This is an optimization exercise on Yosys and OpenROAD, whose aim is small area, not a production implementation.
In this exercise RTL edits were held to simulation tests only and were not proved equivalent to the original.

<file path="config.mk">
export PLATFORM = sky130hd
export DESIGN_NAME = omni_audio
export DESIGN_NICKNAME = omni_audio
export VERILOG_FILES = /design/flow/design.v
export SDC_FILE = /design/flow/constraint.sdc
export NUM_CORES = 4
export LEC_CHECK = 0
export CAP_MARGIN = 20
export CORE_MARGIN = 2
export CORE_UTILIZATION = 40
export SLEW_MARGIN = 20
</file>
<file path="constraint.sdc">
create_clock -name core_clock -period 120.0 [get_ports {clk}]
set_input_delay 24.0000 -clock core_clock [delete_from_list [all_inputs] [get_ports {clk}]]
set_output_delay 24.0000 -clock core_clock [all_outputs]
set_load 0.01 [all_outputs]
</file>
<file path="design.v">
module omni_audio (
    input             clk,
    input             rst,
    input             cmd_valid,
    output            cmd_ready,
    input      [4:0]  cmd_op,
    input      [15:0] cmd_arg0,
    input      [15:0] cmd_arg1,
    input      [15:0] cmd_arg2,
    input      [15:0] cmd_arg3,
    input      [15:0] cmd_arg4,
    input             cmd_kind,
    input      [2:0]  cmd_block,
    output reg        mem_req,
    output reg [15:0] mem_addr,
    input             mem_ack,
    input      [7:0]  mem_rdata,
    output reg        chip_we,
    output reg [7:0]  chip_reg,
    output reg [7:0]  chip_val,
    output reg        chip_gen,
    input             chip_svalid,
    input      [15:0] chip_sample,
    output reg        pcm_valid,
    output reg [15:0] pcm_data,
    output reg        resp_valid,
    output reg        resp_some,
    output reg [15:0] resp_id
);
    localparam [15:0] EFFECTS_TICK_RATE = 16'd140;
    localparam [15:0] MUSIC_TICK_RATE   = 16'd560;
    localparam [30:0] TONE_STEP         = 31'd2386364;
    localparam [15:0] TONE_HIGH         = 16'd1000;
    localparam [15:0] TONE_LOW          = -16'sd1000;
    localparam [7:0]  FM_FREQ_LO_REG    = 8'hA0;
    localparam [7:0]  FM_KEY_REG        = 8'hB0;
    localparam [4:0] OP_STARTUP  = 5'h01;
    localparam [4:0] OP_SHUTDOWN = 5'h02;
    localparam [4:0] OP_SETFX    = 5'h03;
    localparam [4:0] OP_SETMUS   = 5'h04;
    localparam [4:0] OP_PLAYFX   = 5'h05;
    localparam [4:0] OP_STOPFX   = 5'h06;
    localparam [4:0] OP_QUERYFX  = 5'h07;
    localparam [4:0] OP_STARTMUS = 5'h08;
    localparam [4:0] OP_STOPMUS  = 5'h09;
    localparam [4:0] OP_PRODUCE  = 5'h10;
    localparam [1:0] DEV_OFF  = 2'd0;
    localparam [1:0] DEV_TONE = 2'd1;
    localparam [1:0] DEV_FM   = 2'd2;
    localparam [4:0] S_IDLE     = 5'd0;
    localparam [4:0] S_MEMRD    = 5'd1;
    localparam [4:0] S_SD1      = 5'd2;
    localparam [4:0] S_SD2      = 5'd3;
    localparam [4:0] S_INS      = 5'd4;
    localparam [4:0] S_INS_W    = 5'd5;
    localparam [4:0] S_INS_C0   = 5'd6;
    localparam [4:0] S_PROD     = 5'd7;
    localparam [4:0] S_TICK     = 5'd8;
    localparam [4:0] S_SEQ      = 5'd9;
    localparam [4:0] S_SEQ_B    = 5'd10;
    localparam [4:0] S_SEQ_AFT  = 5'd11;
    localparam [4:0] S_FX       = 5'd12;
    localparam [4:0] S_TONE_U   = 5'd13;
    localparam [4:0] S_FM_U     = 5'd14;
    localparam [4:0] S_FM_W2    = 5'd15;
    localparam [4:0] S_FM_STOP  = 5'd16;
    localparam [4:0] S_GEN      = 5'd17;
    localparam [4:0] S_GWAIT    = 5'd18;
    reg [4:0]  state;
    reg [4:0]  ret_state;
    reg [7:0]  rd_data;
    reg        life_up;
    reg [15:0] rate;
    reg [8:0]  spp;           
    reg [8:0]  poff;          
    reg        tmode;         
    reg [1:0]  quad;
    reg [1:0]  fxdev;
    reg        musdev;
    reg [15:0] prod_n;        
    reg        t_act;
    reg [15:0] t_id, t_base, t_cur, t_rem, t_pri;
    reg        t_lv;
    reg [7:0]  t_last;
    reg        f_act;
    reg [15:0] f_id, f_base, f_cur, f_rem, f_pri;
    reg        f_lv;
    reg [7:0]  f_last;
    reg [2:0]  f_blk;
    reg        o_en;
    reg [29:0] o_bound;
    reg [29:0] o_acc;
    reg        o_lvl;
    reg        s_act;
    reg [15:0] s_base, s_len, s_ptr, s_rem;
    reg [31:0] s_acc, s_next;
    reg [1:0]  s_byte;
    reg [7:0]  ev_reg, ev_val, ev_dlo;
    reg [15:0] p_id, p_pri, p_base, p_len, p_ins;
    reg [2:0]  p_blk;
    reg [3:0]  ins_idx;
    assign cmd_ready = (state == S_IDLE);
    reg [3:0] ins_ofs;
    reg [7:0] ins_reg;
    always @(*) begin
        case (ins_idx)
            4'd0: begin ins_ofs = 4'd0; ins_reg = 8'h20; end
            4'd1: begin ins_ofs = 4'd2; ins_reg = 8'h40; end
            4'd2: begin ins_ofs = 4'd4; ins_reg = 8'h60; end
            4'd3: begin ins_ofs = 4'd6; ins_reg = 8'h80; end
            4'd4: begin ins_ofs = 4'd8; ins_reg = 8'hE0; end
            4'd5: begin ins_ofs = 4'd1; ins_reg = 8'h23; end
            4'd6: begin ins_ofs = 4'd3; ins_reg = 8'h43; end
            4'd7: begin ins_ofs = 4'd5; ins_reg = 8'h63; end
            4'd8: begin ins_ofs = 4'd7; ins_reg = 8'h83; end
            default: begin ins_ofs = 4'd9; ins_reg = 8'hE3; end
        endcase
    end
    wire [15:0] tone_v  = !o_en ? 16'd0 : (o_lvl ? TONE_HIGH : TONE_LOW);
    wire [30:0] tone_a  = {1'b0, o_acc} + TONE_STEP;
    wire        tone_wr = (tone_a >= {1'b0, o_bound});
    wire [30:0] tone_m  = tone_a % {1'b0, o_bound};
    wire [16:0] mix_sum = {chip_sample[15], chip_sample} + {tone_v[15], tone_v};
    wire [15:0] mix_v   = mix_sum[16:1];
    wire [15:0] spp_fx  = rate / EFFECTS_TICK_RATE;
    wire [15:0] spp_mus = rate / MUSIC_TICK_RATE;
    wire [29:0] tone_period = rate * (14'd60 * rd_data);
    wire        cmd_fire = cmd_valid && cmd_ready;
    always @(posedge clk) begin
        chip_we    <= 1'b0;
        chip_gen   <= 1'b0;
        pcm_valid  <= 1'b0;
        resp_valid <= 1'b0;
        if (rst) begin
            state     <= S_IDLE;
            ret_state <= S_IDLE;
            mem_req   <= 1'b0;
            mem_addr  <= 16'd0;
            chip_reg  <= 8'd0;
            chip_val  <= 8'd0;
            pcm_data  <= 16'd0;
            resp_some <= 1'b0;
            resp_id   <= 16'd0;
            rd_data   <= 8'd0;
            life_up   <= 1'b0;
            rate      <= 16'd0;
            spp       <= 9'd0;
            poff      <= 9'd0;
            tmode     <= 1'b0;
            quad      <= 2'd0;
            fxdev     <= DEV_OFF;
            musdev    <= 1'b0;
            prod_n    <= 16'd0;
            t_act <= 1'b0; t_id <= 16'd0; t_base <= 16'd0; t_cur <= 16'd0;
            t_rem <= 16'd0; t_pri <= 16'd0; t_lv <= 1'b0; t_last <= 8'd0;
            f_act <= 1'b0; f_id <= 16'd0; f_base <= 16'd0; f_cur <= 16'd0;
            f_rem <= 16'd0; f_pri <= 16'd0; f_lv <= 1'b0; f_last <= 8'd0;
            f_blk <= 3'd0;
            o_en <= 1'b0; o_bound <= 30'd0; o_acc <= 30'd0; o_lvl <= 1'b0;
            s_act <= 1'b0; s_base <= 16'd0; s_len <= 16'd0; s_ptr <= 16'd0;
            s_rem <= 16'd0; s_acc <= 32'd0; s_next <= 32'd0; s_byte <= 2'd0;
            ev_reg <= 8'd0; ev_val <= 8'd0; ev_dlo <= 8'd0;
            p_id <= 16'd0; p_pri <= 16'd0; p_base <= 16'd0; p_len <= 16'd0;
            p_ins <= 16'd0; p_blk <= 3'd0; ins_idx <= 4'd0;
        end else begin
            case (state)
            S_IDLE: if (cmd_fire) begin
                case (cmd_op)
                OP_STARTUP: begin
                    life_up <= 1'b1;
                    rate    <= cmd_arg0;
                    fxdev   <= DEV_OFF;
                    musdev  <= 1'b0;
                    tmode   <= 1'b0;
                    spp     <= 9'd0;
                    poff    <= 9'd0;
                    quad    <= 2'd0;
                    t_act <= 1'b0; t_cur <= 16'd0; t_rem <= 16'd0;
                    t_pri <= 16'd0; t_lv <= 1'b0;
                    f_act <= 1'b0; f_cur <= 16'd0; f_rem <= 16'd0;
                    f_pri <= 16'd0; f_lv <= 1'b0;
                    o_en <= 1'b0; o_bound <= 30'd0; o_acc <= 30'd0; o_lvl <= 1'b0;
                    s_act <= 1'b0; s_ptr <= 16'd0; s_rem <= 16'd0;
                    s_acc <= 32'd0; s_next <= 32'd0;
                end
                OP_SHUTDOWN: begin
                    state <= S_SD1;
                end
                OP_SETFX: begin
                    if (fxdev == DEV_TONE) begin
                        t_act <= 1'b0; t_cur <= 16'd0; t_rem <= 16'd0;
                        t_pri <= 16'd0; t_lv <= 1'b0;
                        o_en  <= 1'b0;
                    end else if (fxdev == DEV_FM) begin
                        f_act <= 1'b0; f_cur <= 16'd0; f_rem <= 16'd0;
                        f_pri <= 16'd0; f_lv <= 1'b0;
                        chip_we <= 1'b1; chip_reg <= FM_KEY_REG; chip_val <= 8'h00;
                    end
                    fxdev <= cmd_arg0[1:0];
                end
                OP_SETMUS: begin
                    if (musdev) begin
                        chip_we <= 1'b1; chip_reg <= FM_KEY_REG; chip_val <= 8'h00;
                        s_act   <= 1'b0;
                    end
                    musdev <= cmd_arg0[0];
                end
                OP_PLAYFX: begin
                    if (fxdev == DEV_TONE && !cmd_kind) begin
                        if (!(t_act && t_pri > cmd_arg1)) begin
                            o_en   <= 1'b0;
                            t_act  <= 1'b1;
                            t_id   <= cmd_arg0;
                            t_pri  <= cmd_arg1;
                            t_base <= cmd_arg2;
                            t_rem  <= cmd_arg3;
                            t_cur  <= 16'd0;
                            t_lv   <= 1'b0;
                        end
                    end else if (fxdev == DEV_FM && cmd_kind) begin
                        if (!(f_act && f_pri > cmd_arg1)) begin
                            f_act <= 1'b0; f_cur <= 16'd0; f_rem <= 16'd0;
                            f_pri <= 16'd0; f_lv <= 1'b0;
                            chip_we <= 1'b1; chip_reg <= FM_KEY_REG; chip_val <= 8'h00;
                            p_id    <= cmd_arg0;
                            p_pri   <= cmd_arg1;
                            p_base  <= cmd_arg2;
                            p_len   <= cmd_arg3;
                            p_ins   <= cmd_arg4;
                            p_blk   <= cmd_block;
                            ins_idx <= 4'd0;
                            state   <= S_INS;
                        end
                    end
                end
                OP_STOPFX: begin
                    if (fxdev == DEV_TONE) begin
                        t_act <= 1'b0; t_cur <= 16'd0; t_rem <= 16'd0;
                        t_pri <= 16'd0; t_lv <= 1'b0;
                        o_en  <= 1'b0;
                    end else if (fxdev == DEV_FM) begin
                        f_act <= 1'b0; f_cur <= 16'd0; f_rem <= 16'd0;
                        f_pri <= 16'd0; f_lv <= 1'b0;
                        chip_we <= 1'b1; chip_reg <= FM_KEY_REG; chip_val <= 8'h00;
                    end
                end
                OP_QUERYFX: begin
                    resp_valid <= 1'b1;
                    if (fxdev == DEV_TONE) begin
                        resp_some <= t_act;
                        resp_id   <= t_act ? t_id : 16'd0;
                    end else if (fxdev == DEV_FM) begin
                        resp_some <= f_act;
                        resp_id   <= f_act ? f_id : 16'd0;
                    end else begin
                        resp_some <= 1'b0;
                        resp_id   <= 16'd0;
                    end
                end
                OP_STARTMUS: begin
                    if (musdev) begin
                        chip_we <= 1'b1; chip_reg <= FM_KEY_REG; chip_val <= 8'h00;
                        s_base <= cmd_arg2;
                        s_len  <= cmd_arg3;
                        s_ptr  <= 16'd0;
                        s_rem  <= cmd_arg3;
                        s_acc  <= 32'd0;
                        s_next <= 32'd0;
                        s_act  <= 1'b1;
                    end
                end
                OP_STOPMUS: begin
                    if (musdev) begin
                        chip_we <= 1'b1; chip_reg <= FM_KEY_REG; chip_val <= 8'h00;
                        s_act   <= 1'b0;
                    end
                end
                OP_PRODUCE: begin
                    if (cmd_arg3 != 16'd0) begin
                        prod_n <= cmd_arg3;
                        state  <= S_PROD;
                    end
                end
                default: ;
                endcase
            end
            S_MEMRD: if (mem_ack) begin
                mem_req <= 1'b0;
                rd_data <= mem_rdata;
                state   <= ret_state;
            end
            S_SD1: begin
                if (fxdev == DEV_TONE) begin
                    t_act <= 1'b0; t_cur <= 16'd0; t_rem <= 16'd0;
                    t_pri <= 16'd0; t_lv <= 1'b0;
                    o_en  <= 1'b0;
                end else if (fxdev == DEV_FM) begin
                    f_act <= 1'b0; f_cur <= 16'd0; f_rem <= 16'd0;
                    f_pri <= 16'd0; f_lv <= 1'b0;
                    chip_we <= 1'b1; chip_reg <= FM_KEY_REG; chip_val <= 8'h00;
                end
                state <= S_SD2;
            end
            S_SD2: begin
                if (musdev) begin
                    chip_we <= 1'b1; chip_reg <= FM_KEY_REG; chip_val <= 8'h00;
                    s_act   <= 1'b0;
                end
                life_up <= 1'b0;
                state   <= S_IDLE;
            end
            S_INS: begin
                mem_req   <= 1'b1;
                mem_addr  <= p_ins + {12'd0, ins_ofs};
                ret_state <= S_INS_W;
                state     <= S_MEMRD;
            end
            S_INS_W: begin
                chip_we  <= 1'b1;
                chip_reg <= ins_reg;
                chip_val <= rd_data;
                ins_idx  <= ins_idx + 4'd1;
                state    <= (ins_idx == 4'd9) ? S_INS_C0 : S_INS;
            end
            S_INS_C0: begin
                chip_we  <= 1'b1;
                chip_reg <= 8'hC0;
                chip_val <= 8'h00;
                f_act  <= 1'b1;
                f_id   <= p_id;
                f_pri  <= p_pri;
                f_base <= p_base;
                f_rem  <= p_len;
                f_blk  <= p_blk;
                f_cur  <= 16'd0;
                f_lv   <= 1'b0;
                state  <= S_IDLE;
            end
            S_PROD: begin
                if (prod_n == 16'd0) begin
                    state <= S_IDLE;
                end else if (poff == 9'd0) begin
                    spp <= s_act ? spp_mus[8:0] : spp_fx[8:0];
                    if (s_act && !tmode) quad <= 2'd0;
                    tmode <= s_act;
                    state <= S_TICK;
                end else begin
                    state <= S_GEN;
                end
            end
            S_TICK: state <= tmode ? S_SEQ : S_FX;
            S_SEQ: begin
                if (!s_act) begin
                    state <= S_SEQ_AFT;
                end else if (s_rem != 16'd0 && s_next <= s_acc) begin
                    s_byte    <= 2'd0;
                    mem_req   <= 1'b1;
                    mem_addr  <= s_base + s_ptr;
                    ret_state <= S_SEQ_B;
                    state     <= S_MEMRD;
                end else begin
                    if (s_rem == 16'd0) begin
                        s_ptr  <= 16'd0;
                        s_rem  <= s_len;
                        s_acc  <= 32'd0;
                        s_next <= 32'd0;
                    end else begin
                        s_acc  <= s_acc + 32'd1;
                    end
                    state <= S_SEQ_AFT;
                end
            end
            S_SEQ_B: begin
                case (s_byte)
                    2'd0: ev_reg <= rd_data;
                    2'd1: ev_val <= rd_data;
                    2'd2: ev_dlo <= rd_data;
                    default: ;
                endcase
                if (s_byte == 2'd3) begin
                    chip_we  <= 1'b1;
                    chip_reg <= ev_reg;
                    chip_val <= ev_val;
                    s_ptr  <= s_ptr + 16'd4;
                    s_rem  <= s_rem - 16'd4;
                    s_next <= s_acc + {16'd0, rd_data, ev_dlo};
                    state  <= S_SEQ;
                end else begin
                    s_byte    <= s_byte + 2'd1;
                    mem_req   <= 1'b1;
                    mem_addr  <= s_base + s_ptr + {14'd0, s_byte} + 16'd1;
                    ret_state <= S_SEQ_B;
                    state     <= S_MEMRD;
                end
            end
            S_SEQ_AFT: begin
                quad  <= quad + 2'd1;
                state <= (quad == 2'd0) ? S_FX : S_GEN;
            end
            S_FX: begin
                if (fxdev == DEV_TONE && t_act) begin
                    mem_req   <= 1'b1;
                    mem_addr  <= t_base + t_cur;
                    ret_state <= S_TONE_U;
                    state     <= S_MEMRD;
                end else if (fxdev == DEV_FM && f_act) begin
                    mem_req   <= 1'b1;
                    mem_addr  <= f_base + f_cur;
                    ret_state <= S_FM_U;
                    state     <= S_MEMRD;
                end else begin
                    state <= S_GEN;
                end
            end
            S_TONE_U: begin
                t_cur <= t_cur + 16'd1;
                t_rem <= t_rem - 16'd1;
                if (!t_lv || t_last != rd_data) begin
                    t_lv   <= 1'b1;
                    t_last <= rd_data;
                    if (rd_data == 8'd0) begin
                        o_en <= 1'b0;
                    end else begin
                        o_en    <= 1'b1;
                        o_bound <= tone_period;
                        o_acc   <= 30'd0;
                    end
                end
                if (t_rem == 16'd1) begin
                    t_act <= 1'b0; t_cur <= 16'd0; t_rem <= 16'd0;
                    t_pri <= 16'd0; t_lv <= 1'b0;
                    o_en  <= 1'b0;
                end
                state <= S_GEN;
            end
            S_FM_U: begin
                f_cur <= f_cur + 16'd1;
                f_rem <= f_rem - 16'd1;
                state <= S_FM_STOP;
                if (!f_lv || f_last != rd_data) begin
                    f_lv    <= 1'b1;
                    f_last  <= rd_data;
                    chip_we <= 1'b1;
                    if (rd_data == 8'd0) begin
                        chip_reg <= FM_KEY_REG;
                        chip_val <= 8'h00;
                    end else begin
                        chip_reg <= FM_FREQ_LO_REG;
                        chip_val <= rd_data;
                        state    <= S_FM_W2;
                    end
                end
            end
            S_FM_W2: begin
                chip_we  <= 1'b1;
                chip_reg <= FM_KEY_REG;
                chip_val <= {3'b001, f_blk, 2'b00};
                state    <= S_FM_STOP;
            end
            S_FM_STOP: begin
                if (f_rem == 16'd0) begin
                    f_act <= 1'b0; f_cur <= 16'd0; f_rem <= 16'd0;
                    f_pri <= 16'd0; f_lv <= 1'b0;
                    chip_we <= 1'b1; chip_reg <= FM_KEY_REG; chip_val <= 8'h00;
                end
                state <= S_GEN;
            end
            S_GEN: begin
                chip_gen <= 1'b1;
                state    <= S_GWAIT;
            end
            S_GWAIT: if (chip_svalid) begin
                pcm_valid <= 1'b1;
                if (fxdev == DEV_TONE) begin
                    pcm_data <= mix_v;
                    if (o_en) begin
                        if (tone_wr) begin
                            o_acc <= tone_m[29:0];
                            o_lvl <= ~o_lvl;
                        end else begin
                            o_acc <= tone_a[29:0];
                        end
                    end
                end else begin
                    pcm_data <= chip_sample;
                end
                poff   <= (poff + 9'd1 == spp) ? 9'd0 : poff + 9'd1;
                prod_n <= prod_n - 16'd1;
                state  <= S_PROD;
            end
            default: state <= S_IDLE;
            endcase
        end
    end
endmodule
</file>
<file path="run.sh">
#!/bin/bash
# synth_recipe.tcl (not shown) runs the flow's synth.tcl, then flattens the netlist and writes it again
# the make line also repeats each setting of config.mk as NAME=value (left out here)
make -C /OpenROAD-flow-scripts/flow DESIGN_CONFIG=/design/flow/config.mk WORK_HOME=/design/flow/orfs CLKGATE_MAP_FILE= SYNTH_SCRIPT=/design/flow/synth_recipe.tcl finish
</file>
==> summary.txt <==
cells in the mapped netlist, types with 98 or more instances:
library cell and n:
nand2b_1 98, dfxtp_1 631, nor3_1 367, fa_1 159
a22oi_1 160, xor2_1 128, clkbuf_1 352, inv_1 513
nor2_1 948, o21ai_0 414, or3_1 109, nand2_1 1054
o21a_1 285, a21oi_1 720, nand3_1 192, a21o_1 104
xnor2_1 281, mux2i_1 98, ha_1 767
area by class of cell:
cell class / count / share of cell area [%]
Sequential cell: 631 / 17.7
Inverter: 516 / 2.71
Timing Repair Buffer: 328 / 4.14
Clock buffer: 95 / 2.83
Multi-Input combinational cell: 7139 / 68.1
Clock inverter: 27 / 0.679
Tap cell: 2160 / 3.79
cells by family (layout without fill, tap and decap cells):
logic type,Yosys count,count (layout)
compound gates,2383,2383
xor+xnor,409,409
fa+ha+maj,926,926
buf+inv,902,966
flops,631,631
mux,156,156
simple gates,3265,3265
worst paths after layout:
check	to	slack, ns	start	cells after the start
setup reg to reg	o_acc[21]$_SDFFE_PP0P_	24.97	o_bound[29]$_SDFFE_PP0P_	398
hold reg to reg	f_base[2]$_SDFFE_PP0N_	0.45	p_base[2]$_SDFFE_PP0P_	2
setup / recovery	o_acc[21]$_SDFFE_PP0P_	24.97	o_bound[29]$_SDFFE_PP0P_	398
hold / removal	f_base[2]$_SDFFE_PP0N_	0.45	p_base[2]$_SDFFE_PP0P_	2
layer usage:
layer  GRT usage (%)  wire (um)
met2            42.6      99600
met1            39.6     109000
met3            2.62      14600
met4            7.06       5900
met5               0         55
worst max-delay path: cells and delay by family, from the launching register on:
kind                     cells  cell delay, ns
AO/OA/AOI/OAI              321           72.13
adder cells (fa/ha/maj)     28            8.59
buffers and inverters        7            1.38
flip-flops                   1            0.36
multiplexers                 9            2.94
AND/OR/NAND/NOR             33            9.36
stage by stage:
step                      std cells  hold WS, ns
after floorplan                8672        0.432
after global placement        10800        0.435
after detailed placement      10800        0.443
after CTS                     10900        0.443
after global routing          10900        0.463
final                         10900        0.448
==> summary.txt <==
# TYPE chip_impl_metric gauge
chip_impl_info{name="yosys-top-cells-area",value="dfxtp_1 (20%), ha_1 (15%), nand2_1 (6.1%)"} 1
chip_impl_metric{name="die_height",unit="um"} 406
chip_impl_metric{name="layout-area-overhead-vs-synth",unit="%"} 10.7
chip_impl_info{name="worst_path_max_delay_cell",value="a41oi_2"} 1
chip_impl_metric{name="cts_hold_buffers",unit=""} 0
chip_impl_metric{name="slew_violations",unit=""} 0
chip_impl_metric{name="postCtsSetupBuffers",unit=""} 0
chip_impl_metric{name="dp_hpwl",unit="um"} 173000
chip_impl_metric{name="drtAntennaViolNets",unit=""} 0
chip_impl_metric{name="synth_sequential_area_ratio",unit="%"} 19.6
chip_impl_metric{name="drt_first_iter_violations",unit=""} 5487
chip_impl_metric{name="critPathArrivalTime",unit="ns"} 95.57
chip_impl_metric{name="finalCoreUtilization",unit="%"} 44.5
chip_impl_info{name="critPathCaptureType",value="flop"} 1
chip_impl_metric{name="critical_path_required",unit="ns"} 120.54
chip_impl_metric{name="grt_max_degree",unit=""} 95
chip_impl_metric{name="final_worst_setup_slack",unit="ns"} 24.97
chip_impl_metric{name="worstMarginPinSlew",unit="ns"} 1.22
chip_impl_info{name="holdCritPathClass",value="flop to flop"} 1
chip_impl_metric{name="preCtsSetupSlack",unit="ns"} 26.88
chip_impl_metric{name="tritoncts.num_buffers",unit=""} 70
chip_impl_metric{name="mappedNetlistArea",unit="mm2"} 0.0645
chip_impl_metric{name="wire_length_of_the_first_global_routing_pass",unit="um"} 353000
chip_impl_metric{name="sequential_cell_area",unit="mm2"} 0.0126
chip_impl_metric{name="route.vias.total",unit=""} 64200
chip_impl_metric{name="synth_cell_types",unit=""} 105
chip_impl_metric{name="worstSkewPairLatency",unit="ns"} 0.68
chip_impl_metric{name="setup_tns",unit="ns"} 0
chip_impl_metric{name="avg_vias_per_cell",unit=""} 5.89
chip_impl_metric{name="synth-edff-count",unit=""} 0
chip_impl_metric{name="report.final.setup_viol",unit=""} 0
chip_impl_info{name="setup.worst_path.class",value="flop to flop"} 1
chip_impl_info{name="cts_tree",value="yes"} 1
chip_impl_metric{name="insertedDiodeCount",unit=""} 0
chip_impl_metric{name="slowest_delay",unit="ns"} 0.91
chip_impl_metric{name="maximum_clock_skew_at_final_layout",unit="ns"} 0.0423
chip_impl_info{name="most_common_library_cell_in_the_layout_ignoring_fill_and_taps",value="nand2_1"} 1
chip_impl_metric{name="netlist_instances",unit=""} 8672
chip_impl_metric{name="clock_pin_slew_reported_for_the_worst_setup_and_hold_paths_after_clock_tree_synthesis",unit="ns"} 0.06
chip_impl_metric{name="finalWeightedCongestion",unit=""} 0.931
chip_impl_metric{name="die_area",unit="mm2"} 0.164
chip_impl_metric{name="yosys.area_share.adder",unit="%"} 19.8
chip_impl_metric{name="num-nets-final",unit=""} 9730
chip_impl_metric{name="timing.critical_path.fanout_max",unit=""} 35
chip_impl_metric{name="remaining_drc_errors",unit=""} 0
chip_impl_metric{name="die_boundary_width",unit="um"} 406
chip_impl_metric{name="synth.area.mux_share",unit="%"} 2.53
chip_impl_info{name="synth_top_family_by_area",value="compound AO/OA/AOI/OAI gates"} 1
chip_impl_metric{name="grtUsageTotal",unit="%"} 27.2
chip_impl_metric{name="share_of_the_synthesized_area_in_the_top_cell_type",unit="%"} 19.6
chip_impl_metric{name="clock-sinks",unit=""} 631
chip_impl_metric{name="synth_nets",unit=""} 9716
chip_impl_metric{name="achievable-frequency",unit="GHz"} 0.0105
chip_impl_metric{name="initial_antenna_violation_count",unit=""} 7
chip_impl_metric{name="avgSynthCellArea",unit="um2"} 7.44
chip_impl_metric{name="multi_input_logic_area",unit="mm2"} 0.0486
chip_impl_metric{name="placedInstanceArea",unit="mm2"} 0.0688
chip_impl_metric{name="period_share",unit="%"} 79.2
chip_impl_info{name="setup_repair_after_global_routing_missed_its_margin",value="false"} 1
chip_impl_metric{name="detailedRoute.firstPassIterationCount",unit=""} 6
chip_impl_metric{name="yosys.area_share.xor_xnor",unit="%"} 5.55
chip_impl_metric{name="ios",unit=""} 189
chip_impl_metric{name="hold_viol_final",unit=""} 0
chip_impl_metric{name="initial_util",unit="%"} 40.2
chip_impl_metric{name="final_area",unit="mm2"} 0.0714
chip_impl_metric{name="fin_crit",unit="ns"} 95.03
chip_impl_metric{name="routedWlPerCell",unit="um"} 21.1
chip_impl_metric{name="clock_tree.buffer_depth",unit=""} 3
chip_impl_metric{name="yosys_register_bits",unit=""} 631
chip_impl_metric{name="synth_simple_gate_area_share",unit="%"} 23.2
chip_impl_info{name="synth_ff_type",value="dfxtp_1"} 1
chip_impl_metric{name="wl",unit="um"} 229000
chip_impl_metric{name="max_slew_margin",unit="%"} 18.5
chip_impl_metric{name="core_region_area",unit="mm2"} 0.160
chip_impl_metric{name="remaining_overflow_grt",unit=""} 0
chip_impl_metric{name="number_of_global_route_vias_before_repair",unit=""} 60200
chip_impl_metric{name="port-buffer-count",unit=""} 188
chip_impl_metric{name="htree_num_levels",unit=""} 3
chip_impl_metric{name="placement_rows",unit=""} 147
chip_impl_info{name="crit_path_frequent_cell",value="o21a_1"} 1
chip_impl_metric{name="synth_warnings",unit=""} 1
chip_impl_info{name="cp-start-kind",value="flop"} 1
chip_impl_metric{name="synth_compound_area_share",unit="%"} 24.1
chip_impl_info{name="run_status",value="no timing/DRC/antenna violations"} 1
chip_impl_info{name="most_used_cells_in_the_layout_excluding_fill_and_tap_cells",value="nand2_1 (1054), nor2_1 (942), ha_1 (767), a21oi_1 (720), dfxtp_1 (630)"} 1
chip_impl_metric{name="max_cap_viol_count",unit=""} 0
chip_impl_metric{name="cts_resized",unit=""} 0
chip_impl_info{name="post_synth_top_area_cell",value="dfxtp_1"} 1
chip_impl_info{name="ctsRootBufferMaster",value="clkbuf_16"} 1
chip_impl_metric{name="drive_above_1_share",unit="%"} 5.23
chip_impl_info{name="biggest_regs",value="s_acc (32), s_next (32)"} 1
chip_impl_metric{name="fillers",unit=""} 16300
chip_impl_metric{name="async_flop_share",unit="%"} 0

-- what the ideal ports hide --
The flow's constraints put no driver on any port. The routed layout listed below was extracted and timed again, unchanged, in two steps.
Step 1 sets driving cells, clkbuf_16 on the clock port and buf_2 on the other inputs (assumed; they add their load-dependent delay and slew).
Step 2, shift: input delay + t, output delay - t, t = (earliest + latest rising clock arrival at the registers) / 2. This alone moves slack from input paths to output paths.
Three values: no drivers, after step 1, after step 2; two values: the first two.
t (ns): 0.742
setup slack, ns: 24.972 / 24.972 / 24.972
worst hold slack (ns): 0.448 / 0.448 / 0.448
worst setup path after step 2: register to register
After both steps setup and hold are still met in this run. For this run, drivers alone change the setup slack by 0.000 ns; drivers and shift together by 0.000 ns.
